Source: an optimization exercise on an open RTL-to-GDS flow (aim: small area, a short achievable clock period and few clock cycles per item). Production flows keep margins and buffers that such runs may drop. RTL that was checked went through simulation tests only; none was proved equivalent to the original. Function not checked in runs 1 and 6 to 8: the RTL went through the layout flow alone.

==> flow/design.v, too long to show whole: its modules and the start of the top module <==
// module aes_sbox: 254 lines
// module aes_fwd_tmap: 23 lines
// module aes_inv_sbox: 244 lines
// module aes_inv_tmap: 27 lines
// module sbox_inv16: 9 lines
// module sbox_inv16_b0: 10 lines
// module sbox_inv16_b1: 10 lines
// module sbox_inv16_b2: 10 lines
// module sbox_inv16_b3: 10 lines
// module sb_xor2: 1 lines
// module sb_xnor2: 1 lines
// module sb_nand2: 1 lines
// module sb_nandn: 1 lines
// module sb_nor2: 1 lines
// module sb_inv: 1 lines
// module aes_inv_mix_col: 437 lines
// module cbc_aes_dec: 201 lines
module cbc_aes_dec (
    input  wire         clk,
    input  wire         rst,         
    input  wire         key_load,    
    input  wire [127:0] key_in,
    input  wire         iv_load,     
    input  wire [127:0] iv_in,
    input  wire         blk_valid,   
    input  wire [127:0] blk_in,
    output reg          ready,
    output reg          out_valid,   
    output reg  [127:0] out_data
);
  // ...
==> flow/flow/run.sh <==
#!/bin/bash
# The standard layout (the standard.sh, unchanged synthesis), with
#  - the port buffers made with the smallest buffer cell (every port still gets one).
export SETUP_SLACK_MARGIN=6.8
export BUFFER_PORTS_ARGS="-buffer_cell sky130_fd_sc_hd__buf_1"
bash standard.sh > standard.log 2>&1
==> flow/standard.sh <==
#!/bin/bash
# synth_recipe.tcl (not shown) runs the flow's synth.tcl, then flattens the netlist and writes it again
# the make line also repeats each setting of config.mk as NAME=value (left out here)
make -C /OpenROAD-flow-scripts/flow DESIGN_CONFIG=/design/flow/config.mk WORK_HOME=/design/flow/orfs CLKGATE_MAP_FILE= SYNTH_SCRIPT=/design/flow/synth_recipe.tcl "${@:-finish}"
==> flow/config.mk <==
export PLATFORM = sky130hd
export DESIGN_NAME = cbc_aes_dec
export DESIGN_NICKNAME = cbc_aes_dec
export VERILOG_FILES = /design/flow/design.v
export SDC_FILE = /design/flow/constraint.sdc
export NUM_CORES = 8
export LEC_CHECK = 0
export CAP_MARGIN = 20
export CORE_MARGIN = 2
export CORE_UTILIZATION = 60
export CTS_CLUSTER_DIAMETER = 80
export CTS_CLUSTER_SIZE = 24
export SLEW_MARGIN = 20
export SYNTH_HIERARCHICAL = 1
==> flow/constraint.sdc <==
create_clock -name core_clock -period 10.0 [get_ports {clk}]
set_input_delay 2.0000 -clock core_clock [delete_from_list [all_inputs] [get_ports {clk}]]
set_output_delay 2.0000 -clock core_clock [all_outputs]
set_load 0.01 [all_outputs]
==> results.yml, run 1 <==
timing:
  fmax_mhz: 293
  slew-limit-headroom_pct: 17.4
  post-route-period-util_pct: 34.1
  finalHoldWorstSlack_ps: 318
  tightest_slew_ps: 1240
  fin_ws_ps: 6590
logic_synthesis:
  synthMuxAreaShare_pct: 3.36
  postSynthCellCount: 8484
  synth-edff-count: 174
  synth.distinct_cells: 60
  ys_warn_count: 7
setup_path:
  path_cells: "buf_1 -> nor2b_1 -> a2111o_1 -> nor4_1 -> nand4_1 -> nor4_2"
  rr_startpoint: "k1[94]$_DFF_P_"
  cp_slowest_cell: "a2111o_1"
  crit_type: "input port to flip-flop"
cells_and_area:
  bufAreaShareNonClock_pct: 5.74
  nets: 9378
  nFlopsAndLatches: 1273
  clkbuf_count: 94
  areaGrowthSynthToFinish_pct: 14.3
  final_common_cell: "xor2_1"
  regArea_sq_um: 27400
  inv_count: 117
  n_fill_cell: 10360
  diodes: 17
drt:
  route.met3.wl_mm: 36.0
  remaining_drc_errors: 0
  highest_layer: "met5"
  drtIter0Drc: 9226
place:
  io_buffers: 518
clock_network:
  ctsResizeCount: 503
  clk_pin_slew_ps: 100
  htreeDepth: 3
floorplanning:
  start_util_pct: 60.5
grt:
  antenna_found_initial: 21
  groute.usage.overall_pct: 44.4
min_path:
  hold_depth: 0
outcome:
  outcome: "timing/DRC/antenna clean"
==> module cbc_aes_dec, before the edit <==
module cbc_aes_dec (
    input  wire         clk,
    input  wire         rst,         
    input  wire         key_load,    
    input  wire [127:0] key_in,
    input  wire         iv_load,     
    input  wire [127:0] iv_in,
    input  wire         blk_valid,   
    input  wire [127:0] blk_in,
    output reg          ready,
    output reg          out_valid,   
    output reg  [127:0] out_data
);
    localparam [1:0] S_RUN   = 2'd0,   
                     S_KCHK  = 2'd1,   
                     S_DRAIN = 2'd2,   
                     S_EXP   = 2'd3;   
    reg [1:0]   fsm;
    reg         kvalid;   
    reg         match;    
    reg [127:0] dk;       
    reg [31:0]  dkt;      
    reg [3:0]   estep;    
    reg [1:0]   ephase;   
    reg [127:0] civ;      
    reg         ent;      
    reg         a0;       
    reg [3:0]   r0;
    reg [127:0] st0;      
    reg [127:0] k0;       
    reg         kok0;
    reg [31:0]  u0;       
    reg [127:0] iv0;      
    reg         a1;
    reg [3:0]   r1;
    reg [127:0] st1;
    reg [127:0] k1;       
    reg         kok1;
    reg [31:0]  t1;       
    reg [127:0] iv1;
    wire take     = ready && !rst;
    wire take_key = take && key_load;
    wire take_iv  = take && !key_load && iv_load;
    wire take_blk = take && !key_load && !iv_load && blk_valid;
    wire [127:0] isr;
    wire [127:0] isb;
    genvar r, c;
    generate
        for (c = 0; c < 4; c = c + 1) begin : g_col
            for (r = 0; r < 4; r = r + 1) begin : g_row
                assign isr[127 - 8*(r + 4*c) -: 8] = st0[127 - 8*(r + 4*((c + 4 - r) % 4)) -: 8];
                aes_inv_sbox u_sbox (
                    .t(isr[127 - 8*(r + 4*c) -: 8]),
                    .y(isb[127 - 8*(r + 4*c) -: 8])
                );
            end
        end
    endgenerate
    wire [31:0] sw_out;
    aes_sbox u_ks_sbox0 (.t(u0[23:16]), .y(sw_out[31:24]));
    aes_sbox u_ks_sbox1 (.t(u0[15:8]),  .y(sw_out[23:16]));
    aes_sbox u_ks_sbox2 (.t(u0[7:0]),   .y(sw_out[15:8]));
    aes_sbox u_ks_sbox3 (.t(u0[31:24]), .y(sw_out[7:0]));
    wire [127:0] ark = st1 ^ k1;
    wire [127:0] imc;     
    generate
        for (c = 0; c < 4; c = c + 1) begin : g_mix
            aes_inv_mix_col u_mix (
                .col_in (ark[127 - 32*c -: 32]),
                .col_out(imc[127 - 32*c -: 32])
            );
        end
    endgenerate
    function [7:0] rcon_of(input [3:0] i);
        rcon_of = {i == 4'd8, i == 4'd7, i == 4'd6 || i == 4'd10,
                   i == 4'd5 || i == 4'd9 || i == 4'd10, i == 4'd4 || i == 4'd9,
                   i == 4'd3 || i == 4'd10, i == 4'd2 || i == 4'd9 || i == 4'd10,
                   i == 4'd1 || i == 4'd9};
    endfunction
    wire [31:0] q0 = k1[127:96], q1 = k1[95:64], q2 = k1[63:32], q3 = k1[31:0];
    wire [127:0] k1_prev = {q0 ^ {rcon_of(r1), 24'h000000} ^ t1, q1 ^ q0, q2 ^ q1, q3 ^ q2};
    wire [31:0]  u1_prev = q3 ^ q1;      
    wire [31:0] d0 = dk[127:96], d1 = dk[95:64], d2 = dk[63:32], d3 = dk[31:0];
    wire [127:0] dk_prev = {d0 ^ 32'h36000000 ^ dkt, d1 ^ d0, d2 ^ d1, d3 ^ d2};
    wire [31:0]  udk     = d3 ^ d1;
    wire [31:0] e0 = d0 ^ {rcon_of(estep), 24'h000000} ^ t1;
    wire [31:0] e1 = e0 ^ d1;
    wire [31:0] e2 = e1 ^ d2;
    wire [31:0] e3 = e2 ^ d3;
    wire [127:0] blk_x = blk_in ^ dk;
    wire [127:0] blk_t;
    generate
        for (c = 0; c < 16; c = c + 1) begin : g_in
            aes_inv_tmap u_tmap (.a(blk_x[8*c +: 8]), .t(blk_t[8*c +: 8]));
        end
    endgenerate
    wire [31:0] u0_x = (fsm == S_DRAIN && !a0 && !a1) ? d3 :
                       (fsm == S_EXP)   ? d3 :
                       ent              ? udk : u1_prev;
    wire [31:0] u0_t;
    generate
        for (c = 0; c < 4; c = c + 1) begin : g_u
            aes_fwd_tmap u_tmap (.a(u0_x[8*c +: 8]), .t(u0_t[8*c +: 8]));
        end
    endgenerate
    always @(posedge clk) begin
        st1 <= isb;
        k1  <= k0;
        t1  <= sw_out;
        iv1 <= iv0;
        if (ent) begin
            st0 <= take_key ? key_in : blk_t;
            k0  <= take_blk ? dk_prev : k1;
            iv0 <= civ;
        end else begin
            st0 <= imc;
            k0  <= k1_prev;
            iv0 <= iv1;
        end
        u0 <= u0_t;
        out_data <= ark ^ iv1;
        if (fsm == S_KCHK && !match)
            dk <= st0;           
        else if (fsm == S_EXP && ephase == 2'd1)
            dk <= {e0, e1, e2, e3};
        if (fsm == S_EXP && ephase == 2'd1 && estep == 4'd10)
            dkt <= t1;
    end
    reg  [1:0] fsm_n;
    reg        kvalid_n;
    wire       match_n = kvalid && kok1 && (key_in == k1);
    always @(*) begin
        fsm_n    = fsm;
        kvalid_n = kvalid;
        case (fsm)
            S_RUN: begin
                if (take_key)
                    fsm_n = S_KCHK;
            end
            S_KCHK: begin
                if (!match) begin
                    kvalid_n = 1'b0;
                    fsm_n    = S_DRAIN;
                end else begin
                    fsm_n = S_RUN;
                end
            end
            S_DRAIN: begin
                if (!a0 && !a1)
                    fsm_n = S_EXP;
            end
            S_EXP: begin
                if (ephase == 2'd1 && estep == 4'd10) begin
                    kvalid_n = 1'b1;
                    fsm_n    = S_RUN;
                end
            end
            default: fsm_n = S_RUN;
        endcase
    end
    wire free1_n = !a0 || (r0 == 4'd0);
    always @(posedge clk) begin
        match <= match_n;
        if (rst) begin
            fsm       <= S_RUN;
            kvalid    <= 1'b0;
            ready     <= 1'b1;
            ent       <= 1'b1;
            a0        <= 1'b0;
            a1        <= 1'b0;
            kok0      <= 1'b0;
            kok1      <= 1'b0;
            out_valid <= 1'b0;
            civ       <= 128'd0;
        end else begin
            fsm       <= fsm_n;
            kvalid    <= kvalid_n;
            ready     <= (fsm_n == S_RUN) && free1_n;
            ent       <= free1_n;
            a1        <= a0;
            r1        <= r0;
            kok1      <= kok0 && !(fsm == S_KCHK && !match);
            kok0      <= (take_blk || kok1) && !(fsm == S_KCHK && !match);
            a0        <= take_blk || (a1 && (r1 != 4'd0));
            r0        <= take_blk ? 4'd9 : r1 - 4'd1;
            out_valid <= a1 && (r1 == 4'd0);
            if (take_iv)
                civ <= iv_in;
            else if (take_blk)
                civ <= blk_in;
            if (fsm == S_DRAIN) begin
                estep  <= 4'd1;
                ephase <= 2'd0;
            end else begin
                ephase <= (ephase == 2'd2) ? 2'd0 : ephase + 2'd1;
                if (ephase == 2'd1)
                    estep <= estep + 4'd1;
            end
        end
    end
endmodule
==> run 2, diff against run 1 <==
--- a/flow/design.v
+++ b/flow/design.v
@@ -1057,7 +1057,6 @@
                      S_EXP   = 2'd3;   
     reg [1:0]   fsm;
     reg         kvalid;   
-    reg         match;    
     reg [127:0] dk;       
     reg [31:0]  dkt;      
     reg [3:0]   estep;    
@@ -1168,7 +1167,7 @@
     end
     reg  [1:0] fsm_n;
     reg        kvalid_n;
-    wire       match_n = kvalid && kok1 && (key_in == k1);
+    wire       match = kvalid && kok0 && (st0 == k0);
     always @(*) begin
         fsm_n    = fsm;
         kvalid_n = kvalid;
@@ -1200,7 +1199,6 @@
     end
     wire free1_n = !a0 || (r0 == 4'd0);
     always @(posedge clk) begin
-        match <= match_n;
         if (rst) begin
             fsm       <= S_RUN;
             kvalid    <= 1'b0;
--- a/flow/config.mk
+++ b/flow/config.mk
@@ -10,5 +10,6 @@
 export CORE_UTILIZATION = 60
 export CTS_CLUSTER_DIAMETER = 80
 export CTS_CLUSTER_SIZE = 24
+export PLACE_DENSITY = 0.7
 export SLEW_MARGIN = 20
 export SYNTH_HIERARCHICAL = 1
==> run 2 against run 1 <==
Effect of this change:
- final cell count down 0.60%
- still clean on timing, DRC and antenna
- clock skew is 16 ps higher
- first-iteration DRC count down 12%
- critical path depth up 1
- die area fell by 0.58%
- hold slack got worse by 7.7 ps
- largest cell class unchanged
- area after synthesis is 0.58% lower
==> results.yml, run 2 <==
floorplanning:
  fp.dieH_microns: 365
  io_pins: 519
  dieArea_sq_um: 133000
  start_util_pct: 60.3
  core_area_sq_um: 129000
  rows: 132
  fp.dieW_microns: 365
setup_path:
  cp_slowest_cell: "nor4_1"
  path_buf_inv: 1
  crit_type: "flip-flop to flip-flop"
  path_cells: "xor2_1 -> nor4_1 -> nand4_1 -> nor4_4 -> buf_4 -> a211o_2 -> mux2_1"
  crit_family: "simple AND/OR/NAND/NOR gates"
  worst_setup_path_start_kind: "flip-flop"
  arrival_ps: 3750
  worst-path-max-fanout: 12
  cp-end-kind: "flip-flop"
  max_stage_delay_ps: 580
  worstPathRequired_ps: 10490
logic_synthesis:
  synth_ff_type: "dfxtp_1"
  syn_avg_cell_area_sq_um: 9.45
  synth.distinct_cells: 54
  syn_area_sq_um: 78000
  synth_async_sr_flop_share_pct: 0
  ys_ff_latch: 1272
  syn_nets: 8659
  synthTopCellsByArea: "xor2_1 36%, dfxtp_1 28%, edfxtp_1 6.7%, nand2_1 4.5%, xnor2_1 4.3%"
  postSynthCellCount: 8260
  synth-edff-count: 174
  synth.most_common_cell: "xor2_1"
  yosys.area.top_type: "xor2_1"
  ys_warn_count: 7
  synth.top_cell.area_share_pct: 35.9
  synth_sequential_area_ratio_pct: 34.9
  ys_top_cells_by_count: "3202 x xor2_1, 1098 x dfxtp_1, 944 x nand2_1"
clock_network:
  cts_buffers: 80
  htreeDepth: 3
  cts_hold_buffers: 0
  cts_tree: "yes"
  root_buffer: "clkbuf_16"
  clockBufferDepth: 3
  clk_latency_ps: 770
  clk_pin_slew_ps: 100
  cts.sinks: 1272
cells_and_area:
  drive_gt1_share_pct: 13.8
  areaGrowthSynthToFinish_pct: 15.6
  final_common_cell: "xor2_1"
  mostFrequentLayoutCells: "3003 x xor2_1, 944 x nand2_1, 894 x dfxtp_1"
  n_fill_cell: 10362
  fin_cells: 10724
  nets: 9318
drt:
  ant_nets: 0
  wirelength_mm: 294
  wl_per_cell_microns: 27.4
  vias: 62840
  remaining_drc_errors: 0
  drtIter0Drc: 8083
  routed_via_density: 5.86
  dr.pass1.iters: 10
place:
  io_buffers: 518
  numPlacedInstances: 10405
  hpwl_mm: 218
  place_ws_ps: 4940
  gp_congestion: 1.03
timing:
  fmax_mhz: 306
  hold_violations: 0
  final_max_slew_viol_count: 0
  fin_skew_ps: 51.1
  post-route-period-util_pct: 32.7
  fin_ws_ps: 6730
  slew-limit-headroom_pct: 17.2
  fin_crit_ps: 3270
  finalSetupViolations: 0
  rsz0062_at_grt: "true"
  tightest_slew_ps: 1240
  tns_ps: 0
grt:
  grt_start_max_net_pins: 93
  groute.usage.overall_pct: 42.7
  antenna_found_initial: 16
  grt_pass1_wl_mm: 412
  grt_pass1_vias: 58773
  overflow: 0
run:
  drv_cap: 0
min_path:
  hold_path_class: "flip-flop to flip-flop"
outcome:
  outcome: "timing/DRC/antenna clean"
[run 2: cells by family (layout without fill, tap and decap cells)]
| logic type | Yosys count | in the layout | synth area share [%] |
|---|---|---|---|
| xor gates and xnor gates | 3584 | 3585 | 40.2 |
| and+or+nand+nor | 1831 | 1836 | 10.6 |
| DFF | 1272 | 1272 | 34.9 |
| AOI/OAI and AO/OA | 764 | 766 | 6.66 |
| buffers and inverters | 413 | 1125 | 2.20 |
| muxes | 386 | 386 | 5.31 |
| adders and majority gates | 10 | 10 | 0.160 |
| other | 0 | 2 | 0 |
[run 2: per-module statistics from Yosys (local to each module, per instance), a selection]
| module | cells inside | flops+latches | copies in the design | cell area [sq um] |
|---|---|---|---|---|
| cbc_aes_dec | 4180 | 1272 | 1 | 47700 |
| sbox_inv16_b2 | 5 | 0 | 20 | 42.5 |
| sbox_inv16_b1 | 5 | 0 | 20 | 32.5 |
| sbox_inv16_b3 | 6 | 0 | 20 | 28.8 |
| sbox_inv16_b0 | 4 | 0 | 20 | 27.5 |
| sb_xnor2 | 1 | 0 | 128 | 8.76 |
| sb_xor2 | 1 | 0 | 2560 | 8.76 |
| aes_inv_tmap | 1 | 0 | 16 | 7.51 |
| sb_nandn | 1 | 0 | 140 | 6.26 |
| sb_inv | 1 | 0 | 16 | 3.75 |
| sb_nand2 | 1 | 0 | 740 | 3.75 |
| sb_nor2 | 1 | 0 | 80 | 3.75 |
[run 2: cell type report]
cell class / instances / area [sq um] / share of cell area (%)
clock buffer: 98 / 2180 / 2.42
clock inverter: 45 / 622 / 0.689
timing repair buffer: 840 / 5460 / 6.06
antenna: 2 / 5.00 / 0.00555
inverter: 142 / 537 / 0.595
multi-input combinational: 6583 / 51700 / 57.3
sequential: 1272 / 27600 / 30.5
tap: 1742 / 2180 / 2.42
[run 2: final timing paths]
| path | start | to | slack (ps) | cells past startpoint |
|---|---|---|---|---|
| max | st0[126]$_DFF_P_ | dk[95]$_DFFE_PP_ | 6730 | 7 |
| min | iv0[11]$_DFF_P_ | iv1[11]$_DFF_P_ | 310 | 0 |
| max reg2reg | st0[126]$_DFF_P_ | dk[95]$_DFFE_PP_ | 6730 | 7 |
| min reg2reg | iv0[11]$_DFF_P_ | iv1[11]$_DFF_P_ | 310 | 0 |
[run 2: stage by stage]
stage | hold WS [ps] | utilization [%] | cell area (sq um)
after global routing | 321 | 69.8 | 90200
final | 310 | 69.8 | 90200
after detailed placement | 312 | 63.8 | 82600
after CTS | 319 | 68.3 | 88300
after floorplan | 310 | - | 78700
after global placement | 310 | 63.8 | 82500
[run 2: what timing repair did]
| item | in CTS | in global routing |
|---|---|---|
| pin swaps | 40 | 66 |
| buffers inserted | 76 | 85 |
| gates cloned | 11 | 2 |
| resized for setup | 467 | 208 |
| setup endpoints to repair | 864 | 709 |
[run 2: layer usage]
metal / vias up / wire length [microns] / track usage, %
li1: 28058 / - / -
met1: 30531 / 115000 / 56.1
met2: 3462 / 126000 / 63.6
met3: 775 / 31300 / 9.84
met4: 14 / 20800 / 26.1
met5: - / 94 / 0
Testbench counts of run 2, summed over its fixed seeds: cycles 25,142, blocks 2,457.
==> run 3, diff against run 2 <==
==> flow/flow/run.sh (replaced) <==
#!/bin/bash
# The standard layout (the standard.sh, unchanged synthesis), with
#  - the port buffers made with the smallest buffer cell (every port still gets one).
export SETUP_SLACK_MARGIN=6.9
export BUFFER_PORTS_ARGS="-buffer_cell sky130_fd_sc_hd__buf_1"
bash standard.sh > standard.log 2>&1
==> run 3 against run 2 <==
Effect of this change:
- sequential cell count is the same
- cell area grew 2.5%
- critical endpoint is now ready
- synthesized cell count is the same
- highest routed layer unchanged
- die area is the same
- setup slack gained 59 ps
- non-clock buffer count grew 100
- hold slack gained 3.3 ps
- first-iteration DRC count grew 2.3%
==> results.yml, run 3 <==
logic_synthesis:
  syn_avg_cell_area_sq_um: 9.45
  synth.distinct_cells: 54
  synth.most_common_cell: "xor2_1"
  synth_sequential_area_ratio_pct: 34.9
  ys_top_cells_by_count: "3202 x xor2_1, 1098 x dfxtp_1, 944 x nand2_1"
  ys_ff_latch: 1272
  synth.top_cell.area_share_pct: 35.9
  synth_async_sr_flop_share_pct: 0
  syn_area_sq_um: 78000
  synthTopCellsByArea: "xor2_1 36%, dfxtp_1 28%, edfxtp_1 6.7%, nand2_1 4.5%, xnor2_1 4.3%"
  ys_warn_count: 7
  synth-edff-count: 174
  synth_ff_type: "dfxtp_1"
  syn_nets: 8659
  postSynthCellCount: 8260
  yosys.area.top_type: "xor2_1"
timing:
  finalSetupViolations: 0
  post-route-period-util_pct: 32.1
  rsz0062_at_grt: "true"
  fin_skew_ps: 39.5
  tns_ps: 0
  fmax_mhz: 312
  slew-limit-headroom_pct: 17.1
  fin_ws_ps: 6790
  tightest_slew_ps: 1230
  finalHoldWorstSlack_ps: 314
  fin_crit_ps: 3210
  final_max_slew_viol_count: 0
  hold_violations: 0
place:
  hpwl_mm: 216
  numPlacedInstances: 10395
  io_buffers: 518
  place_ws_ps: 4930
  gp_congestion: 1.05
floorplanning:
  core_area_sq_um: 129000
  fp.dieH_microns: 365
  dieArea_sq_um: 133000
  fp.dieW_microns: 365
  start_util_pct: 60.3
  rows: 132
  io_pins: 519
grt:
  antenna_found_initial: 19
  grt_pass1_vias: 59393
  overflow: 0
  grt_pass1_wl_mm: 417
  grt_start_max_net_pins: 88
  groute.usage.overall_pct: 43.3
setup_path:
  cp-end-kind: "primary output"
  worstPathRequired_ps: 8000
  worst-path-max-fanout: 2
  crit_type: "flip-flop to primary output"
  cp_slowest_cell: "dfxtp_4"
  arrival_ps: 1210
  worst_setup_path_start_kind: "flip-flop"
  crit_family: "flip-flops"
  path_cells: "buf_6"
  path_buf_inv: 1
  max_stage_delay_ps: 360
cells_and_area:
  final_common_cell: "xor2_1"
  fin_cells: 10831
  utilization_pct: 71.5
  mostFrequentLayoutCells: "2957 x xor2_1, 939 x nand2_1, 873 x dfxtp_1"
  n_fill_cell: 10005
  drive_gt1_share_pct: 15.7
  nets: 9423
  areaGrowthSynthToFinish_pct: 18.5
drt:
  ant_nets: 0
  routed_via_density: 5.93
  wirelength_mm: 303
  vias: 64264
  dr.pass1.iters: 14
  remaining_drc_errors: 0
  drtIter0Drc: 8272
  wl_per_cell_microns: 28.0
clock_network:
  clk_pin_slew_ps: 100
  cts_buffers: 81
  htreeDepth: 3
  clockBufferDepth: 3
  cts_tree: "yes"
  root_buffer: "clkbuf_16"
  cts_hold_buffers: 0
  clk_latency_ps: 740
  cts.sinks: 1272
run:
  drv_cap: 0
min_path:
  hold_path_class: "flip-flop to flip-flop"
outcome:
  outcome: "timing/DRC/antenna clean"
run 3: cell types whose count changed in the layout (fill, tap and decap cells not counted), moves of 15 or more:
| cell | delta |
|---|---|
| xor2_4 | +18 |
| dfxtp_1 | -21 |
| xor2_2 | +32 |
| buf_4 | +57 |
| dfxtp_4 | +15 |
| xor2_1 | -46 |
run 3: kinds of logic (layout without fill, tap and decap cells):
| group | after synthesis | count (layout) | synth area share [%] |
|---|---|---|---|
| buf+inv | 413 | 1224 | 2.20 |
| flops | 1272 | 1272 | 34.9 |
| fa+ha+maj | 10 | 10 | 0.160 |
| other cells | 0 | 6 | 0 |
| simple gates | 1831 | 1835 | 10.6 |
| xor+xnor | 3584 | 3589 | 40.2 |
| mux | 386 | 386 | 5.31 |
| compound gates | 764 | 767 | 6.66 |
run 3: path summary, 6_finish.rpt:
kind | startpoint | endpoint | slack, ps | depth (start not counted)
setup reg to reg | st0[24]$_DFF_P_ | dk[12]$_DFFE_PP_ | 6840 | 9
hold / removal | iv0[17]$_DFF_P_ | iv1[17]$_DFF_P_ | 310 | 0
setup / recovery | ready$_SDFF_PP1_ | ready | 6790 | 1
hold reg to reg | iv0[17]$_DFF_P_ | iv1[17]$_DFF_P_ | 310 | 0
run 3: worst reg2reg max path, delay by kind of cell (launching register included):
family | cells | cell delay (ps)
AO/OA/AOI/OAI | 1 | 250
buffers and inverters | 3 | 510
AND/OR/NAND/NOR | 3 | 960
flip-flops | 1 | 540
XOR/XNOR | 1 | 270
multiplexers | 1 | 350
run 3: metrics by stage:
step / cell area (sq um)
final: 92400
after floorplan: 78900
after global placement: 82600
after global routing: 92400
after CTS: 89500
after detailed placement: 82600
run 3: per-module statistics from Yosys, one instance, submodules excluded, a selection:
| module | times used | flip-flops and latches | cells | area, sq um |
|---|---|---|---|---|
| sb_nor2 | 80 | 0 | 1 | 3.75 |
| sb_inv | 16 | 0 | 1 | 3.75 |
| sb_xnor2 | 128 | 0 | 1 | 8.76 |
| sb_nandn | 140 | 0 | 1 | 6.26 |
| sbox_inv16_b3 | 20 | 0 | 6 | 28.8 |
| sbox_inv16_b2 | 20 | 0 | 5 | 42.5 |
| sb_xor2 | 2560 | 0 | 1 | 8.76 |
| sbox_inv16_b0 | 20 | 0 | 4 | 27.5 |
| cbc_aes_dec | 1 | 1272 | 4180 | 47700 |
| aes_inv_tmap | 16 | 0 | 1 | 7.51 |
| sbox_inv16_b1 | 20 | 0 | 5 | 32.5 |
| sb_nand2 | 740 | 0 | 1 | 3.75 |
run 3: cell type report:
type                    count  area, sq um  share of cell area [%]
diodes                      6         15.0                  0.0162
clock buffers             102         2220                    2.40
clock inverters            40          579                   0.627
inverters                 142          548                   0.593
multi-input cells        6587        52400                    56.6
flip-flops and latches   1272        27600                    29.9
well taps                1742         2180                    2.36
repair buffers            940         6930                    7.50
run 3: routing by layer:
metal  share of wire, %  wire length [microns]  up-vias  GRT usage [%]
met5              0.060                    182        -              0
met4                7.1                  21500       12           25.2
met3                 12                  35500      897           10.9
met2                 43                 129000     3998           64.8
met1                 38                 117000    31131           56.8
li1                   -                      -    28226              -
run 3: timing repair:
item                                    CTS  global route
buffers inserted                        100           145
cloned                                   23            20
endpoints found under the setup margin  985           634
resized for setup                       582           234
pin swaps                                58            85
==> run 4, diff against run 3 <==
==> flow/flow/run.sh (replaced) <==
#!/bin/bash
# The standard layout (the standard.sh, unchanged synthesis), with
#  - the port buffers made with the smallest buffer cell (every port still gets one).
export SETUP_SLACK_MARGIN=6.8
export BUFFER_PORTS_ARGS="-buffer_cell sky130_fd_sc_hd__buf_1"
bash standard.sh > standard.log 2>&1
--- a/flow/config.mk
+++ b/flow/config.mk
@@ -10,6 +10,5 @@
 export CORE_UTILIZATION = 60
 export CTS_CLUSTER_DIAMETER = 80
 export CTS_CLUSTER_SIZE = 24
-export PLACE_DENSITY = 0.7
 export SLEW_MARGIN = 20
 export SYNTH_HIERARCHICAL = 1
==> run 4 against run 3 <==
Effect of this change:
- non-clock buffer count down 67
- first-iteration DRC count down 5.1%
- critical path depth up 8
- cell area down 1.9%
- sequential cell count unchanged
- still clean on timing, DRC and antenna
- core utilization down 1.3 points
- critical path type is now flip-flop to flip-flop
==> results.yml, run 4 <==
outcome:
  outcome: "timing/DRC/antenna clean"
floorplanning:
  rows: 132
  dieArea_sq_um: 133000
  fp.dieW_microns: 365
  fp.dieH_microns: 365
  start_util_pct: 60.3
  core_area_sq_um: 129000
  io_pins: 519
place:
  io_buffers: 518
  hpwl_mm: 216
  gp_congestion: 1.05
timing:
  rsz0062_at_grt: "true"
  slew-limit-headroom_pct: 30.7
  finalSetupViolations: 0
  hold_violations: 0
  tns_ps: 0
  fin_crit_ps: 3280
  finalHoldWorstSlack_ps: 316
  final_max_slew_viol_count: 0
  tightest_slew_ps: 1040
  fin_skew_ps: 40.3
  fmax_mhz: 304
  post-route-period-util_pct: 32.8
grt:
  grt_pass1_vias: 58823
  overflow: 0
  antenna_found_initial: 15
  groute.usage.overall_pct: 42.7
  grt_start_max_net_pins: 89
  grt_pass1_wl_mm: 412
logic_synthesis:
  synth_sequential_area_ratio_pct: 34.9
  synth_async_sr_flop_share_pct: 0
  syn_area_sq_um: 78000
  synth_ff_type: "dfxtp_1"
  ys_warn_count: 7
  syn_nets: 8659
  yosys.area.top_type: "xor2_1"
  synth.top_cell.area_share_pct: 35.9
  synth.most_common_cell: "xor2_1"
  ys_ff_latch: 1272
  syn_avg_cell_area_sq_um: 9.45
  synthTopCellsByArea: "xor2_1 36%, dfxtp_1 28%, edfxtp_1 6.7%, nand2_1 4.5%, xnor2_1 4.3%"
  ys_top_cells_by_count: "3202 x xor2_1, 1098 x dfxtp_1, 944 x nand2_1"
  synth-edff-count: 174
  postSynthCellCount: 8260
  synth.distinct_cells: 54
drt:
  ant_nets: 0
  dr.pass1.iters: 10
  drtIter0Drc: 7849
  routed_via_density: 5.88
  vias: 63309
  wl_per_cell_microns: 27.6
  remaining_drc_errors: 0
  wirelength_mm: 297
min_path:
  hp-start: "iv0[30]$_DFF_P_"
  hold_path_end: "iv1[30]$_DFF_P_"
  hold_path_class: "flip-flop to flip-flop"
  hold_depth: 0
setup_path:
  cp_slowest_cell: "dfxtp_4"
  worstPathRequired_ps: 10360
  path_buf_inv: 4
  cp-end-kind: "flip-flop"
  path_cells: "xor2_1 -> nor4_1 -> nand3_1 -> nor4_4 -> buf_4 -> buf_4 -> a31oi_4 -> buf_12 -> buf_8"
  worst-path-max-fanout: 43
  reg2reg_to: "dk[40]$_DFFE_PP_"
  crit_type: "flip-flop to flip-flop"
  worst-r2r-setup-slack_ps: 6720
  crit_family: "buffers and inverters"
  crit_top_cell: "buf_4"
  arrival_ps: 3650
  worst_setup_path_start_kind: "flip-flop"
  max_stage_delay_ps: 570
  rr_startpoint: "st0[79]$_DFF_P_"
  rr_worst_depth: 9
clock_network:
  htreeDepth: 3
  clk_latency_ps: 730
  cts.sinks: 1272
  cts_buffers: 79
  cts_tree: "yes"
  clk_pin_slew_ps: 90
  root_buffer: "clkbuf_16"
  clockBufferDepth: 3
cells_and_area:
  areaGrowthSynthToFinish_pct: 16.3
  nets: 9356
  final_common_cell: "xor2_1"
  mostFrequentLayoutCells: "3006 x xor2_1, 944 x nand2_1, 896 x dfxtp_1"
  n_fill_cell: 10254
  drive_gt1_share_pct: 14.1
run:
  drv_cap: 0
run 4: repair_timing:
item,CTS,global route
pin swaps,43,71
buffers inserted,82,106
gates resized for setup,468,286
hold buffers,0,0
cloned,18,5
endpoints found under the setup margin,948,632
run 4: routing by layer:
| layer | global-route usage, % | wire [microns] |
|---|---|---|
| met5 | 0 | 63 |
| met4 | 26.1 | 21600 |
| met3 | 10.1 | 32400 |
| met2 | 64.1 | 128000 |
| met1 | 55.7 | 115000 |
run 4: stage by stage:
step                worst slack (ps)  area [sq um]  util [%]  std cells
global route                    6700         90700      70.2      10756
finish                          6720         90700      70.2      10759
detailed placement              4620         82500      63.8      10407
global placement                4700         82500      63.8      10407
floorplan                       6460         78700         -       8260
CTS                             6730         88400      68.4      10643
run 4: worst max-delay path by stage:
stage                    startpoint                    to  cells past startpoint
floorplan           st0[13]$_DFF_P_       dk[0]$_DFFE_PP_                      6
global placement                rst  civ[41]$_SDFFE_PP0P_                      6
detailed placement              rst  civ[50]$_SDFFE_PP0P_                      6
CTS                 st0[89]$_DFF_P_      dk[19]$_DFFE_PP_                     12
global route        st0[75]$_DFF_P_       st1[10]$_DFF_P_                     11
finish              st0[79]$_DFF_P_      dk[40]$_DFFE_PP_                      9
run 4: logic make-up after synthesis:
group           count (synthesis)  share of synthesized area [%]
buf+inv                       413                           2.20
fa+ha+maj                      10                          0.160
flops                        1272                           34.9
mux                           386                           5.31
simple gates                 1831                           10.6
xor+xnor                     3584                           40.2
compound gates                764                           6.66
run 4: modules after synthesis (local to each module, per instance), a selection:
module / cell area, sq um / cells
sbox_inv16_b0: 27.5 / 4
sbox_inv16_b2: 42.5 / 5
sbox_inv16_b3: 28.8 / 6
sb_nand2: 3.75 / 1
sb_inv: 3.75 / 1
sb_nandn: 6.26 / 1
run 4: cell type report:
class	instances	area, sq um	share of cell area, %
Tap cell	1742	2180	2.40
Clock inverter	38	524	0.578
Inverter	142	544	0.600
Sequential cell	1272	27600	30.4
Timing Repair Buffer	873	5820	6.42
Clock buffer	98	2180	2.41
Multi-Input combinational cell	6589	51900	57.2
Antenna cell	5	12.5	0.0138
==> run 5, diff against run 4 <==
--- a/flow/config.mk
+++ b/flow/config.mk
@@ -8,7 +8,8 @@
 export CAP_MARGIN = 20
 export CORE_MARGIN = 2
 export CORE_UTILIZATION = 60
-export CTS_CLUSTER_DIAMETER = 80
-export CTS_CLUSTER_SIZE = 24
+export CTS_CLUSTER_DIAMETER = 75
+export CTS_CLUSTER_SIZE = 28
+export PLACE_DENSITY = 0.7
 export SLEW_MARGIN = 20
 export SYNTH_HIERARCHICAL = 1
==> run 5 against run 4 <==
Effect of this change:
- clock skew up 13 ps
- hold slack worse by 4.4 ps
- sequential cell count unchanged
- highest routed layer unchanged
==> results.yml, run 5 <==
setup_path:
  worst-r2r-setup-slack_ps: 6650
  max_stage_delay_ps: 610
  cp-end-kind: "flip-flop"
  worst_setup_path_start_kind: "flip-flop"
  crit_top_cell: "buf_4"
  worst-path-max-fanout: 13
  path_buf_inv: 4
  crit_family: "simple AND/OR/NAND/NOR gates"
  path_cells: "xor2_1 -> nor4_1 -> nand4_1 -> nor4_4 -> buf_4 -> buf_4 -> a211o_4 -> buf_12 -> buf_16 -> mux2_1"
  arrival_ps: 3850
  worstPathRequired_ps: 10500
  cp_slowest_cell: "nor4_1"
  crit_type: "flip-flop to flip-flop"
clock_network:
  clk_pin_slew_ps: 110
  cts.sinks: 1272
  cts_buffers: 84
  root_buffer: "clkbuf_16"
  clockBufferDepth: 3
  cts_tree: "yes"
  htreeDepth: 3
  clk_latency_ps: 780
timing:
  slew-limit-headroom_pct: 22.0
  rsz0062_at_grt: "true"
  tightest_slew_ps: 1160
  post-route-period-util_pct: 33.5
  finalSetupViolations: 0
  final_max_slew_viol_count: 0
  tns_ps: 0
  hold_violations: 0
  fmax_mhz: 298
  fin_skew_ps: 53.1
  fin_crit_ps: 3350
place:
  io_buffers: 518
  gp_congestion: 1.03
  hpwl_mm: 218
drt:
  wirelength_mm: 295
  ant_nets: 0
  wl_per_cell_microns: 27.4
  remaining_drc_errors: 0
  drtIter0Drc: 8135
  vias: 63223
  routed_via_density: 5.86
  dr.pass1.iters: 10
grt:
  antenna_found_initial: 13
  grt_pass1_vias: 58730
  grt_use_met1_pct: 56.7
  grt_busiest_layer: "met2"
  grt_pass1_wl_mm: 412
  overflow: 0
  grt_util_met2_pct: 64.3
  groute.usage.overall_pct: 42.7
  grt_start_max_net_pins: 93
  use_met3_pct: 8.80
cells_and_area:
  areaGrowthSynthToFinish_pct: 16.9
  regArea_sq_um: 27600
  n_fill_cell: 10209
  nets: 9370
  drive_gt1_share_pct: 14.5
  final_common_cell: "xor2_1"
  multi_input_area_sq_um: 51800
  utilization_pct: 70.5
  mostFrequentLayoutCells: "3001 x xor2_1, 944 x nand2_1, 897 x dfxtp_1"
logic_synthesis:
  syn_avg_cell_area_sq_um: 9.45
  postSynthCellCount: 8260
  synthSimpleGateAreaFrac_pct: 10.6
  synthAdderAreaFrac_pct: 0.160
  synth_async_sr_flop_share_pct: 0
  ys_warn_count: 7
  synthMuxAreaShare_pct: 5.31
  synth-edff-count: 174
  ys_ff_latch: 1272
  syn_area_sq_um: 78000
  synth_compound_area_share_pct: 6.66
  synthTopCellsByArea: "xor2_1 36%, dfxtp_1 28%, edfxtp_1 6.7%, nand2_1 4.5%, xnor2_1 4.3%"
  synth.distinct_cells: 54
  synth_xor_area_share_pct: 40.2
  synth_ff_type: "dfxtp_1"
  yosys.area.top_type: "xor2_1"
  syn_nets: 8659
  synth.top_cell.area_share_pct: 35.9
  synth_top_family_by_area: "XOR/XNOR gates"
  synth_sequential_area_ratio_pct: 34.9
  synth.most_common_cell: "xor2_1"
  ys_top_cells_by_count: "3202 x xor2_1, 1098 x dfxtp_1, 944 x nand2_1"
floorplanning:
  fp.dieH_microns: 365
  dieArea_sq_um: 133000
  start_util_pct: 60.3
  rows: 132
  core_area_sq_um: 129000
  fp.dieW_microns: 365
  io_pins: 519
run:
  drv_cap: 0
outcome:
  outcome: "timing/DRC/antenna clean"
min_path:
  hold_path_class: "flip-flop to flip-flop"
==> run 5: area by class of cell <==
type                       count  share of cell area [%]
sequential                  1272                    30.2
tap                         1742                    2.39
multi-input combinational   6586                    56.7
timing repair buffer         885                    6.41
antenna                        3                 0.00823
inverter                     142                   0.605
clock inverter                63                    1.23
clock buffer                  93                    2.40
==> run 5: layer usage <==
layer	wire [microns]	vias to the layer above	part of all wire (%)
li1	-	28181	-
met1	116000	30704	39
met2	127000	3568	43
met3	31400	758	11
met4	20700	12	7.0
met5	75	-	0.025
==> run 5: cells by family after synthesis <==
kind of cell | Yosys count
buffers and inverters | 413
flip-flops | 1272
AO/OA/AOI/OAI | 764
adder cells (fa/ha/maj) | 10
XOR/XNOR | 3584
AND/OR/NAND/NOR | 1831
multiplexers | 386
==> run 5: final timing paths <==
check,end,depth (start not counted),startpoint
max,dk[96]$_DFFE_PP_,10,st0[77]$_DFF_P_
min,iv1[6]$_DFF_P_,0,iv0[6]$_DFF_P_
max reg2reg,dk[96]$_DFFE_PP_,10,st0[77]$_DFF_P_
min reg2reg,iv1[6]$_DFF_P_,0,iv0[6]$_DFF_P_
==> run 5: what timing repair did <==
item,4_1_cts,5_1_grt
hold buffers,0,0
buffers inserted,73,129
gates cloned,12,8
gates resized for setup,475,210
pin swaps,42,73
endpoints found under the setup margin,864,679
endpoints found under the hold margin,0,0
==> run 5: Yosys stat by module (local to each module, per instance), a selection <==
module	area [sq um]	flops+latches	times used	cells inside
sbox_inv16_b0	27.5	0	20	4
sbox_inv16_b3	28.8	0	20	6
sb_nandn	6.26	0	140	1
cbc_aes_dec	47700	1272	1	4180
sbox_inv16_b1	32.5	0	20	5
sb_inv	3.75	0	16	1
sb_xnor2	8.76	0	128	1
sb_nand2	3.75	0	740	1
sb_xor2	8.76	0	2560	1
sb_nor2	3.75	0	80	1
sbox_inv16_b2	42.5	0	20	5
aes_inv_tmap	7.51	0	16	1
==> run 5: metrics by stage <==
step / hold WS, ps / setup WS [ps] / cells / area, sq um
after floorplan: 310 / 6460 / 8260 / 78700
after global placement: 310 / 4980 / 10404 / 82500
after detailed placement: 312 / 4940 / 10405 / 82600
after CTS: 311 / 6750 / 10646 / 88900
after global routing: 316 / 6710 / 10784 / 91200
final: 312 / 6650 / 10786 / 91200
==> run 6, diff against run 5 <==
--- a/flow/design.v
+++ b/flow/design.v
@@ -1122,10 +1122,14 @@
     wire [31:0] d0 = dk[127:96], d1 = dk[95:64], d2 = dk[63:32], d3 = dk[31:0];
     wire [127:0] dk_prev = {d0 ^ 32'h36000000 ^ dkt, d1 ^ d0, d2 ^ d1, d3 ^ d2};
     wire [31:0]  udk     = d3 ^ d1;
-    wire [31:0] e0 = d0 ^ {rcon_of(estep), 24'h000000} ^ t1;
-    wire [31:0] e1 = e0 ^ d1;
-    wire [31:0] e2 = e1 ^ d2;
-    wire [31:0] e3 = e2 ^ d3;
+    wire [31:0] s0 = d0 ^ {rcon_of(estep), 24'h000000};
+    wire [31:0] s1 = s0 ^ d1;
+    wire [31:0] s2 = s1 ^ d2;
+    wire [31:0] s3 = s2 ^ d3;
+    wire [31:0] e0 = s0 ^ t1;
+    wire [31:0] e1 = s1 ^ t1;
+    wire [31:0] e2 = s2 ^ t1;
+    wire [31:0] e3 = s3 ^ t1;
     wire [127:0] blk_x = blk_in ^ dk;
     wire [127:0] blk_t;
     generate
--- a/flow/config.mk
+++ b/flow/config.mk
@@ -8,8 +8,8 @@
 export CAP_MARGIN = 20
 export CORE_MARGIN = 2
 export CORE_UTILIZATION = 60
-export CTS_CLUSTER_DIAMETER = 75
-export CTS_CLUSTER_SIZE = 28
+export CTS_CLUSTER_DIAMETER = 80
+export CTS_CLUSTER_SIZE = 24
 export PLACE_DENSITY = 0.7
 export SLEW_MARGIN = 20
 export SYNTH_HIERARCHICAL = 1
==> run 6 against run 5 <==
Effect of this change:
- critical path depth up 1
- highest routed layer unchanged
- first-iteration DRC count up 1.4%
- count of clock-buffer cells in the layout up 8
- core utilization down 0.072 points
==> results.yml, run 6 <==
outcome:
  outcome: "timing/DRC/antenna clean"
floorplanning:
  rows: 132
  fp.dieH_microns: 364
  core_area_sq_um: 129000
  dieArea_sq_um: 133000
  start_util_pct: 60.3
  fp.dieW_microns: 364
  io_pins: 519
cells_and_area:
  mostFrequentLayoutCells: "3010 x xor2_1, 951 x nand2_1, 916 x dfxtp_1"
  n_fill_cell: 10171
  regArea_sq_um: 27600
  final_common_cell: "xor2_1"
  nets: 9400
  drive_gt1_share_pct: 14.3
  utilization_pct: 70.5
  areaGrowthSynthToFinish_pct: 16.8
  multi_input_area_sq_um: 51900
  fin_cells: 10810
timing:
  fin_crit_ps: 3280
  tightest_slew_ps: 1370
  tns_ps: 0
  fmax_mhz: 305
  slew-limit-headroom_pct: 8.23
  hold_violations: 0
  post-route-period-util_pct: 32.8
  rsz0062_at_grt: "true"
  final_max_slew_viol_count: 0
  finalSetupViolations: 0
  fin_skew_ps: 59.1
clock_network:
  clk_latency_ps: 740
  htreeDepth: 3
  clk_pin_slew_ps: 100
  cts_buffers: 73
  root_buffer: "clkbuf_16"
  cts_tree: "yes"
  cts_hold_buffers: 0
  clockBufferDepth: 3
  cts.sinks: 1272
logic_synthesis:
  syn_area_sq_um: 77900
  synth_ff_type: "dfxtp_1"
  ys_warn_count: 7
  synth.most_common_cell: "xor2_1"
  ys_top_cells_by_count: "3198 x xor2_1, 1098 x dfxtp_1, 951 x nand2_1"
  syn_nets: 8668
  synthAdderAreaFrac_pct: 0.161
  synth_xor_area_share_pct: 40.2
  synth-edff-count: 174
  postSynthCellCount: 8269
  synth_async_sr_flop_share_pct: 0
  synth_compound_area_share_pct: 6.66
  synth.distinct_cells: 52
  ys_ff_latch: 1272
  synth_sequential_area_ratio_pct: 34.9
  synthSimpleGateAreaFrac_pct: 10.6
  synthMuxAreaShare_pct: 5.31
  synth.top_cell.area_share_pct: 35.9
  synthTopCellsByArea: "xor2_1 36%, dfxtp_1 28%, edfxtp_1 6.7%, nand2_1 4.6%, xnor2_1 4.3%"
  yosys.area.top_type: "xor2_1"
  syn_avg_cell_area_sq_um: 9.42
  synth_top_family_by_area: "XOR/XNOR gates"
setup_path:
  worst-path-max-fanout: 11
  worst_setup_path_start_kind: "flip-flop"
  crit_type: "flip-flop to flip-flop"
  worstPathRequired_ps: 10470
  worst-r2r-setup-slack_ps: 6720
  arrival_ps: 3750
  cp-end-kind: "flip-flop"
grt:
  groute.usage.overall_pct: 43.7
  grt_start_max_net_pins: 179
  grt_pass1_wl_mm: 418
  grt_pass1_vias: 58758
  overflow: 0
  antenna_found_initial: 15
drt:
  ant_nets: 0
  drtIter0Drc: 8245
  remaining_drc_errors: 0
  wl_per_cell_microns: 28.4
  wirelength_mm: 307
  routed_via_density: 5.93
  vias: 64152
  dr.pass1.iters: 12
place:
  hpwl_mm: 222
  numPlacedInstances: 10425
  gp_congestion: 1.05
  io_buffers: 518
min_path:
  hold_path_class: "flip-flop to flip-flop"
run:
  drv_cap: 0
## run 6: per-stage QoR
stage	hold WS, ps	setup slack (ps)	instance area (sq um)
floorplan	310	6700	78400
global placement	310	4360	82500
detailed placement	312	4240	82500
CTS	323	6670	88300
global route	317	6740	91000
finish	319	6720	91000
## run 6: Yosys stat by module (local to each module, per instance), a selection
module	copies in the design	flip-flops and latches
sbox_inv16_b3	20	0
sbox_inv16_b2	20	0
aes_inv_tmap	16	0
cbc_aes_dec	1	1272
sb_nor2	80	0
sbox_inv16_b0	20	0
sb_nandn	140	0
sb_inv	16	0
sb_xor2	2560	0
sb_nand2	740	0
sbox_inv16_b1	20	0
sb_xnor2	128	0
## run 6: final timing paths
path	from	endpoint	cells after the start
hold reg to reg	iv0[45]$_DFF_P_	iv1[45]$_DFF_P_	0
setup reg to reg	st0[13]$_DFF_P_	dk[102]$_DFFE_PP_	11
hold / removal	iv0[45]$_DFF_P_	iv1[45]$_DFF_P_	0
setup / recovery	st0[13]$_DFF_P_	dk[102]$_DFFE_PP_	11
## run 6: worst max-delay path, cell delays in order (launching register included)
cell,delay (ps)
dfxtp_2,340
buf_12,150
nor2b_4,140
a2111oi_4,430
nand4_1,220
nor4_4,360
nand4_1,170
buf_6,170
o21ai_4,210
buf_12,240
buf_8,220
mux2_1,350
## run 6: final cells by class
type	instances	share of cell area, %
repair buffers	912	6.80
flip-flops and latches	1272	30.4
clock inverters	30	0.373
clock buffers	101	2.31
multi-input cells	6590	57.1
inverters	152	0.645
diodes	11	0.0302
well taps	1742	2.40
## run 6: timing repair
item,4_1_cts,5_1_grt
gates resized for setup,491,269
setup buffers,79,136
endpoints found under the setup margin,984,603
gates cloned,16,12
pin swaps,41,84
## run 6: layer usage
metal	global-route usage (%)	up-vias	wire length, microns	share of wire [%]
met5	0	-	63	0.021
met4	26.4	6	23000	7.5
met3	9.94	853	35700	12
met2	65.1	3810	130000	42
met1	57.6	31251	118000	38
li1	-	28232	-	-
## run 6: cells by family after synthesis
logic type	Yosys count
compound gates	766
xor+xnor	3578
fa+ha+maj	10
buf+inv	413
flops	1272
mux	386
simple gates	1844
==> run 7, diff against run 6 <==
--- a/flow/design.v
+++ b/flow/design.v
@@ -1060,7 +1060,7 @@
     reg [127:0] dk;       
     reg [31:0]  dkt;      
     reg [3:0]   estep;    
-    reg [1:0]   ephase;   
+    reg         ephase;   
     reg [127:0] civ;      
     reg         ent;      
     reg         a0;       
@@ -1138,7 +1138,7 @@
         end
     endgenerate
     wire [31:0] u0_x = (fsm == S_DRAIN && !a0 && !a1) ? d3 :
-                       (fsm == S_EXP)   ? d3 :
+                       (fsm == S_EXP)   ? (ephase ? e3 : d3) :
                        ent              ? udk : u1_prev;
     wire [31:0] u0_t;
     generate
@@ -1164,9 +1164,9 @@
         out_data <= ark ^ iv1;
         if (fsm == S_KCHK && !match)
             dk <= st0;           
-        else if (fsm == S_EXP && ephase == 2'd1)
+        else if (fsm == S_EXP && ephase)
             dk <= {e0, e1, e2, e3};
-        if (fsm == S_EXP && ephase == 2'd1 && estep == 4'd10)
+        if (fsm == S_EXP && ephase && estep == 4'd10)
             dkt <= t1;
     end
     reg  [1:0] fsm_n;
@@ -1193,7 +1193,7 @@
                     fsm_n = S_EXP;
             end
             S_EXP: begin
-                if (ephase == 2'd1 && estep == 4'd10) begin
+                if (ephase && estep == 4'd10) begin
                     kvalid_n = 1'b1;
                     fsm_n    = S_RUN;
                 end
@@ -1232,10 +1232,10 @@
                 civ <= blk_in;
             if (fsm == S_DRAIN) begin
                 estep  <= 4'd1;
-                ephase <= 2'd0;
+                ephase <= 1'b0;
             end else begin
-                ephase <= (ephase == 2'd2) ? 2'd0 : ephase + 2'd1;
-                if (ephase == 2'd1)
+                ephase <= !ephase;
+                if (ephase)
                     estep <= estep + 4'd1;
             end
         end
==> run 7 against run 6 <==
Effect of this change:
- still clean on timing, DRC and antenna
- critical endpoint is now dk[117]$_DFFE_PP_
- via count up 1.9%
- critical path depth down 2
- clock skew down 15 ps
- cell area up 1.0%
- highest routed layer unchanged
==> results.yml, run 7 <==
clock_network:
  clk_latency_ps: 730
  clk_pin_slew_ps: 90
  root_buffer: "clkbuf_16"
  cts_buffers: 75
  cts.sinks: 1271
  htreeDepth: 3
  clockBufferDepth: 3
  cts_tree: "yes"
cells_and_area:
  nets: 9458
  areaGrowthSynthToFinish_pct: 17.0
  mostFrequentLayoutCells: "2842 x xor2_1, 961 x nand2_1, 933 x dfxtp_1"
  n_fill_cell: 10203
  drive_gt1_share_pct: 14.6
  final_common_cell: "xor2_1"
  multi_input_area_sq_um: 52800
  regArea_sq_um: 27500
logic_synthesis:
  syn_area_sq_um: 78600
  synth.distinct_cells: 57
  yosys.area.top_type: "xor2_1"
  ys_top_cells_by_count: "3049 x xor2_1, 1098 x dfxtp_1, 962 x nand2_1"
  synthAdderAreaFrac_pct: 0.127
  synth_compound_area_share_pct: 7.69
  postSynthCellCount: 8356
  synth.top_cell.area_share_pct: 34.0
  synth_xor_area_share_pct: 40.4
  synthMuxAreaShare_pct: 4.77
  syn_avg_cell_area_sq_um: 9.40
  synth.most_common_cell: "xor2_1"
  syn_nets: 8753
  synth_ff_type: "dfxtp_1"
  synth-edff-count: 173
  synth_sequential_area_ratio_pct: 34.6
  synth_top_family_by_area: "XOR/XNOR gates"
  synthSimpleGateAreaFrac_pct: 10.2
  ys_ff_latch: 1271
  synthTopCellsByArea: "xor2_1 34%, dfxtp_1 28%, edfxtp_1 6.6%, xnor2_1 6.3%, nand2_1 4.6%"
  ys_warn_count: 7
  synth_async_sr_flop_share_pct: 0
grt:
  groute.usage.overall_pct: 43.9
  grt_use_met1_pct: 56.0
  grt_util_met2_pct: 65.4
  use_met3_pct: 12.7
  antenna_found_initial: 17
  grt_pass1_vias: 61157
  grt_start_max_net_pins: 179
  grt_pass1_wl_mm: 430
  grt_busiest_layer: "met2"
  overflow: 0
floorplanning:
  fp.dieW_microns: 366
  core_area_sq_um: 130000
  dieArea_sq_um: 134000
  start_util_pct: 60.5
  fp.dieH_microns: 366
  rows: 132
  io_pins: 519
setup_path:
  worstPathRequired_ps: 10460
  rr_startpoint: "st0[38]$_DFF_P_"
  worst-r2r-setup-slack_ps: 6620
  cp-end-kind: "flip-flop"
  worst_setup_path_start_kind: "flip-flop"
  crit_type: "flip-flop to flip-flop"
  reg2reg_to: "dk[117]$_DFFE_PP_"
  arrival_ps: 3840
  rr_worst_depth: 9
  worst-path-max-fanout: 15
drt:
  ant_nets: 0
  dr.pass1.iters: 10
  wl_per_cell_microns: 28.8
  drtIter0Drc: 9026
  routed_via_density: 6.02
  wirelength_mm: 313
  vias: 65390
  remaining_drc_errors: 0
place:
  io_buffers: 518
  hpwl_mm: 221
  gp_congestion: 1.07
timing:
  rsz0062_at_grt: "true"
  finalSetupViolations: 0
  fin_crit_ps: 3380
  tns_ps: 0
  fin_skew_ps: 43.9
  post-route-period-util_pct: 33.8
  finalHoldWorstSlack_ps: 319
  fmax_mhz: 296
  final_max_slew_viol_count: 0
  slew-limit-headroom_pct: 19.3
  tightest_slew_ps: 1210
  hold_violations: 0
min_path:
  hold_depth: 0
  hold_path_end: "iv1[17]$_DFF_P_"
  hold_path_class: "flip-flop to flip-flop"
  hp-start: "iv0[17]$_DFF_P_"
run:
  drv_cap: 0
outcome:
  outcome: "timing/DRC/antenna clean"
## run 7: cell count changes after synthesis, sizes merged, moves of 31 or more
cell,change
a21oi,-32
a31oi,-50
clkbuf,+87
inv,-33
nand3,-31
o211ai,+51
o21ai,+56
xnor2,+183
xor2,-149
## run 7: layout make-up
| type | count | area share (%) |
|---|---|---|
| flip-flops and latches | 1271 | 29.9 |
| repair buffers | 949 | 7.03 |
| diodes | 9 | 0.0245 |
| well taps | 1742 | 2.37 |
| multi-input cells | 6645 | 57.4 |
| inverters | 119 | 0.501 |
| clock buffers | 100 | 2.23 |
| clock inverters | 32 | 0.517 |
## run 7: cell families after synthesis
kind of cell	Yosys count
flip-flops	1271
multiplexers	349
AND/OR/NAND/NOR	1789
AO/OA/AOI/OAI	874
adder cells (fa/ha/maj)	8
buffers and inverters	449
XOR/XNOR	3616
## run 7: worst max path at each step
| stage | start | endpoint | slack [ps] |
|---|---|---|---|
| 3_3_place_gp | rst | st0[41]$_DFF_P_ | 4740 |
| 2_1_floorplan | st0[13]$_DFF_P_ | dk[0]$_DFFE_PP_ | 6310 |
| 3_5_place_dp | rst | k0[116]$_DFF_P_ | 4670 |
| 5_1_grt | st0[2]$_DFF_P_ | dk[117]$_DFFE_PP_ | 6680 |
| 6_report | st0[38]$_DFF_P_ | dk[117]$_DFFE_PP_ | 6620 |
| 4_1_cts | st0[120]$_DFF_P_ | dk[116]$_DFFE_PP_ | 6670 |
## run 7: metal layers
| layer | share of wire [%] | vias to the layer above |
|---|---|---|
| met4 | 7.7 | 8 |
| met5 | 0.015 | - |
| met1 | 37 | 31469 |
| li1 | - | 28561 |
| met3 | 13 | 1020 |
| met2 | 42 | 4332 |
## run 7: worst max-delay path: stages, from the launching register on
cell      delay, ps
dfxtp_2         440
xnor2_1         520
nand4_1         330
nor2_1          200
nand4_1         220
nor4_4          410
nand2b_4        230
buf_12          180
buf_8           220
mux2_1          370
## run 7: what timing repair did
action / in CTS / in global routing
endpoints found under the setup margin: 925 / 717
pin swaps: 53 / 92
gates cloned: 19 / 19
gates resized for setup: 466 / 240
setup buffers: 96 / 148
hold buffers: 0 / 0
## run 7: metrics by stage
stage	area (sq um)	cells	setup WS [ps]	util, %
after detailed placement	82900	10442	4670	63.9
after global routing	91900	10864	6680	70.8
after global placement	82900	10440	4740	63.8
after CTS	89000	10689	6670	68.5
final	91900	10867	6620	70.8
after floorplan	79100	8356	6310	-
## run 7: modules after synthesis, one instance, submodules excluded, excerpt
module	cells inside	area, sq um	times used
sb_nor2	1	3.75	80
sbox_inv16_b3	6	28.8	20
sbox_inv16_b1	5	32.5	20
sb_xnor2	1	8.76	128
cbc_aes_dec	4276	48300	1
sb_nand2	1	3.75	740
aes_inv_tmap	1	7.51	16
sb_nandn	1	6.26	140
==> run 8, diff against run 7 <==
--- a/flow/config.mk
+++ b/flow/config.mk
@@ -7,9 +7,9 @@
 export LEC_CHECK = 0
 export CAP_MARGIN = 20
 export CORE_MARGIN = 2
-export CORE_UTILIZATION = 60
+export CORE_UTILIZATION = 70
 export CTS_CLUSTER_DIAMETER = 80
 export CTS_CLUSTER_SIZE = 24
-export PLACE_DENSITY = 0.7
+export PLACE_DENSITY = 0.8
 export SLEW_MARGIN = 20
 export SYNTH_HIERARCHICAL = 1
==> run 8 against run 7 <==
Effect of this change:
- critical path depth is 2 higher
- via count grew 6.0%
- core utilization increased by 12 points
- non-clock buffer count down 33
- routed wire length is 5.0% higher
- largest cell class unchanged
- clock skew is 4.5 ps higher
- cell area down 0.22%
- maximum frequency decreased by 6.6%
- hold slack improved by 5.6 ps
==> results.yml, run 8 <==
logic_synthesis:
  syn_avg_cell_area_sq_um: 9.40
  synth.most_common_cell: "xor2_1"
  ys_top_cells_by_count: "3049 x xor2_1, 1098 x dfxtp_1, 962 x nand2_1"
  synth.top_cell.area_share_pct: 34.0
  synth_sequential_area_ratio_pct: 34.6
  ys_ff_latch: 1271
  synth_ff_type: "dfxtp_1"
  synth-edff-count: 173
  ys_warn_count: 7
  syn_area_sq_um: 78600
  yosys.area.top_type: "xor2_1"
  synth_async_sr_flop_share_pct: 0
  synth.distinct_cells: 57
  postSynthCellCount: 8356
  synthTopCellsByArea: "xor2_1 34%, dfxtp_1 28%, edfxtp_1 6.6%, xnor2_1 6.3%, nand2_1 4.6%"
  syn_nets: 8753
place:
  place_ws_ps: 4930
  io_buffers: 518
  hpwl_mm: 222
  numPlacedInstances: 10170
  gp_congestion: 1.06
setup_path:
  arrival_ps: 4140
  cp-end-kind: "flip-flop"
  crit_type: "flip-flop to flip-flop"
  worstPathRequired_ps: 10520
  rr_startpoint: "st0[99]$_DFF_P_"
  rr_worst_depth: 11
  worst-r2r-setup-slack_ps: 6380
  worst-path-max-fanout: 8
  worst_setup_path_start_kind: "flip-flop"
  reg2reg_to: "st1[6]$_DFF_P_"
clock_network:
  clk_pin_slew_ps: 110
  cts_buffers: 71
  htreeDepth: 3
  root_buffer: "clkbuf_16"
  cts_hold_buffers: 0
  cts.sinks: 1271
  clockBufferDepth: 3
  clk_latency_ps: 730
  cts_tree: "yes"
timing:
  finalSetupViolations: 0
  final_max_slew_viol_count: 0
  slew-limit-headroom_pct: 27.8
  fin_crit_ps: 3620
  tns_ps: 0
  fin_ws_ps: 6380
  hold_violations: 0
  tightest_slew_ps: 1080
  rsz0062_at_grt: "true"
  fin_skew_ps: 48.5
  post-route-period-util_pct: 36.2
  fmax_mhz: 276
min_path:
  hp-start: "iv0[54]$_DFF_P_"
  hold_path_class: "flip-flop to flip-flop"
  hold_path_end: "iv1[54]$_DFF_P_"
  hold_depth: 0
floorplanning:
  fp.dieH_microns: 339
  start_util_pct: 70.8
  rows: 122
  fp.dieW_microns: 339
  core_area_sq_um: 111000
  dieArea_sq_um: 115000
  io_pins: 519
drt:
  ant_nets: 0
  vias: 69309
  remaining_drc_errors: 0
  wirelength_mm: 328
  drtIter0Drc: 12172
  wl_per_cell_microns: 31.1
  dr.pass1.iters: 13
  routed_via_density: 6.56
cells_and_area:
  multi_input_area_sq_um: 53800
  areaGrowthSynthToFinish_pct: 16.8
  final_common_cell: "xor2_1"
  drive_gt1_share_pct: 14.8
  nets: 9422
  regArea_sq_um: 27600
  n_fill_cell: 6360
  mostFrequentLayoutCells: "2774 x xor2_1, 961 x nand2_1, 939 x dfxtp_1"
  fin_cells: 10572
run:
  drv_cap: 0
grt:
  use_met3_pct: 20.4
  antenna_found_initial: 20
  grt_busiest_layer: "met2"
  groute.usage.overall_pct: 52.1
  grt_pass1_vias: 64528
  grt_start_max_net_pins: 189
  grt_pass1_wl_mm: 440
  grt_util_met2_pct: 74.2
  overflow: 0
  grt_use_met1_pct: 62.5
outcome:
  outcome: "timing/DRC/antenna clean"
[run 8: logic make-up after synthesis]
family                     share of synthesized area [%]
xor gates and xnor gates                            40.4
buffers and inverters                               2.28
adders and majority gates                          0.127
muxes                                               4.77
AOI/OAI and AO/OA                                   7.69
DFF                                                 34.6
and+or+nand+nor                                     10.2
[run 8: layout make-up]
cell class	count	share of cell area, %
sequential	1271	30.0
timing repair buffer	916	6.30
tap	1488	2.03
clock buffer	97	2.09
antenna	8	0.0218
inverter	119	0.507
multi-input combinational	6646	58.6
clock inverter	27	0.400
[run 8: worst max-delay path, stage by stage (launching register included)]
cell and delay, ps:
dfxtp_4 570, xor2_4 340, nand2b_1 140, xor2_1 270, xor2_2 330, buf_4 180
and4bb_1 240, a211oi_4 210, buf_4 220, nand2_1 80, xor2_1 260, xor2_2 550
[run 8: modules after synthesis, one instance, submodules excluded, a selection]
| module | times used | cell area, sq um |
|---|---|---|
| sb_nandn | 140 | 6.26 |
| aes_inv_tmap | 16 | 7.51 |
| sb_inv | 16 | 3.75 |
| sb_xor2 | 2560 | 8.76 |
| sbox_inv16_b2 | 20 | 42.5 |
| sb_nand2 | 740 | 3.75 |
| cbc_aes_dec | 1 | 48300 |
| sbox_inv16_b3 | 20 | 28.8 |
[run 8: per-stage QoR]
step,util [%],hold slack [ps],area [sq um]
detailed placement,74.3,312,82500
finish,82.7,324,91700
global placement,74.3,310,82400
global route,82.7,335,91700
floorplan,-,310,79100
CTS,79.7,316,88500
[run 8: routing by layer]
| metal | wire length, microns | part of all wire [%] | vias up |
|---|---|---|---|
| li1 | - | - | 28419 |
| met1 | 110000 | 33 | 32863 |
| met2 | 133000 | 40 | 6109 |
| met3 | 51700 | 16 | 1896 |
| met4 | 33900 | 10 | 22 |
| met5 | 383 | 0.12 | - |
[run 8: what timing repair did]
item | CTS | global route
pin swaps | 46 | 90
endpoints found under the setup margin | 891 | 557
resized for setup | 483 | 320
cloned | 16 | 8
buffers inserted | 89 | 157
[run 8: worst max path at each step]
stage | startpoint | endpoint | depth (start not counted)
after floorplan | st0[13]$_DFF_P_ | dk[0]$_DFFE_PP_ | 7
after global placement | rst | st0[40]$_DFF_P_ | 6
after detailed placement | rst | st0[40]$_DFF_P_ | 6
after CTS | st0[35]$_DFF_P_ | dk[49]$_DFFE_PP_ | 10
after global routing | st0[99]$_DFF_P_ | st1[6]$_DFF_P_ | 11
final | st0[99]$_DFF_P_ | st1[6]$_DFF_P_ | 11

static timing again, ports no longer ideal:
No port has a modelled driver above. Below, the same layouts with a new extraction and two added sets of constraints.
Step 1 assumes that a clkbuf_16 drives the clock port and a buf_2 every other input.
Step 2 adds t to the input delays and takes it off the output delays; t is the mean of the earliest and latest rising clock arrival at the registers after step 1. Input paths then give back, and output paths get back, about the clock's delay inside the block.
Slacks: no drivers / after step 1 / after step 2; pairs: no drivers / after step 1.
run | t (ns) | setup WS [ns] | worst setup path at the end | clock arrival spread, ns | worst slew at a driven data input, ns
run 1 | 0.798 | 6.592 / 6.644 / 5.846 | input to register | 0.044 / 0.044 | 0.17
run 2 | 0.820 | 6.732 / 6.685 / 5.873 | input to register | 0.058 / 0.058 | 0.16
run 3 | 0.804 | 6.792 / 6.709 / 6.027 | input to register | 0.041 / 0.041 | 0.12
run 4 | 0.791 | 6.715 / 6.704 / 6.056 | input to register | 0.044 / 0.044 | 0.13
run 5 | 0.834 | 6.649 / 6.618 / 5.785 | input to register | 0.055 / 0.055 | 0.17
run 6 | 0.805 | 6.724 / 6.695 / 5.959 | input to register | 0.060 / 0.060 | 0.11
run 7 | 0.803 | 6.621 / 6.621 / 5.946 | input to register | 0.049 / 0.049 | 0.09
run 8 | 0.784 | 6.382 / 6.382 / 5.952 | input to register | 0.050 / 0.049 | 0.09
After both steps every run listed still meets setup and hold. The setup slack of run 5, which loses most, moves by -0.031 ns with the drivers and by -0.864 ns with both steps.
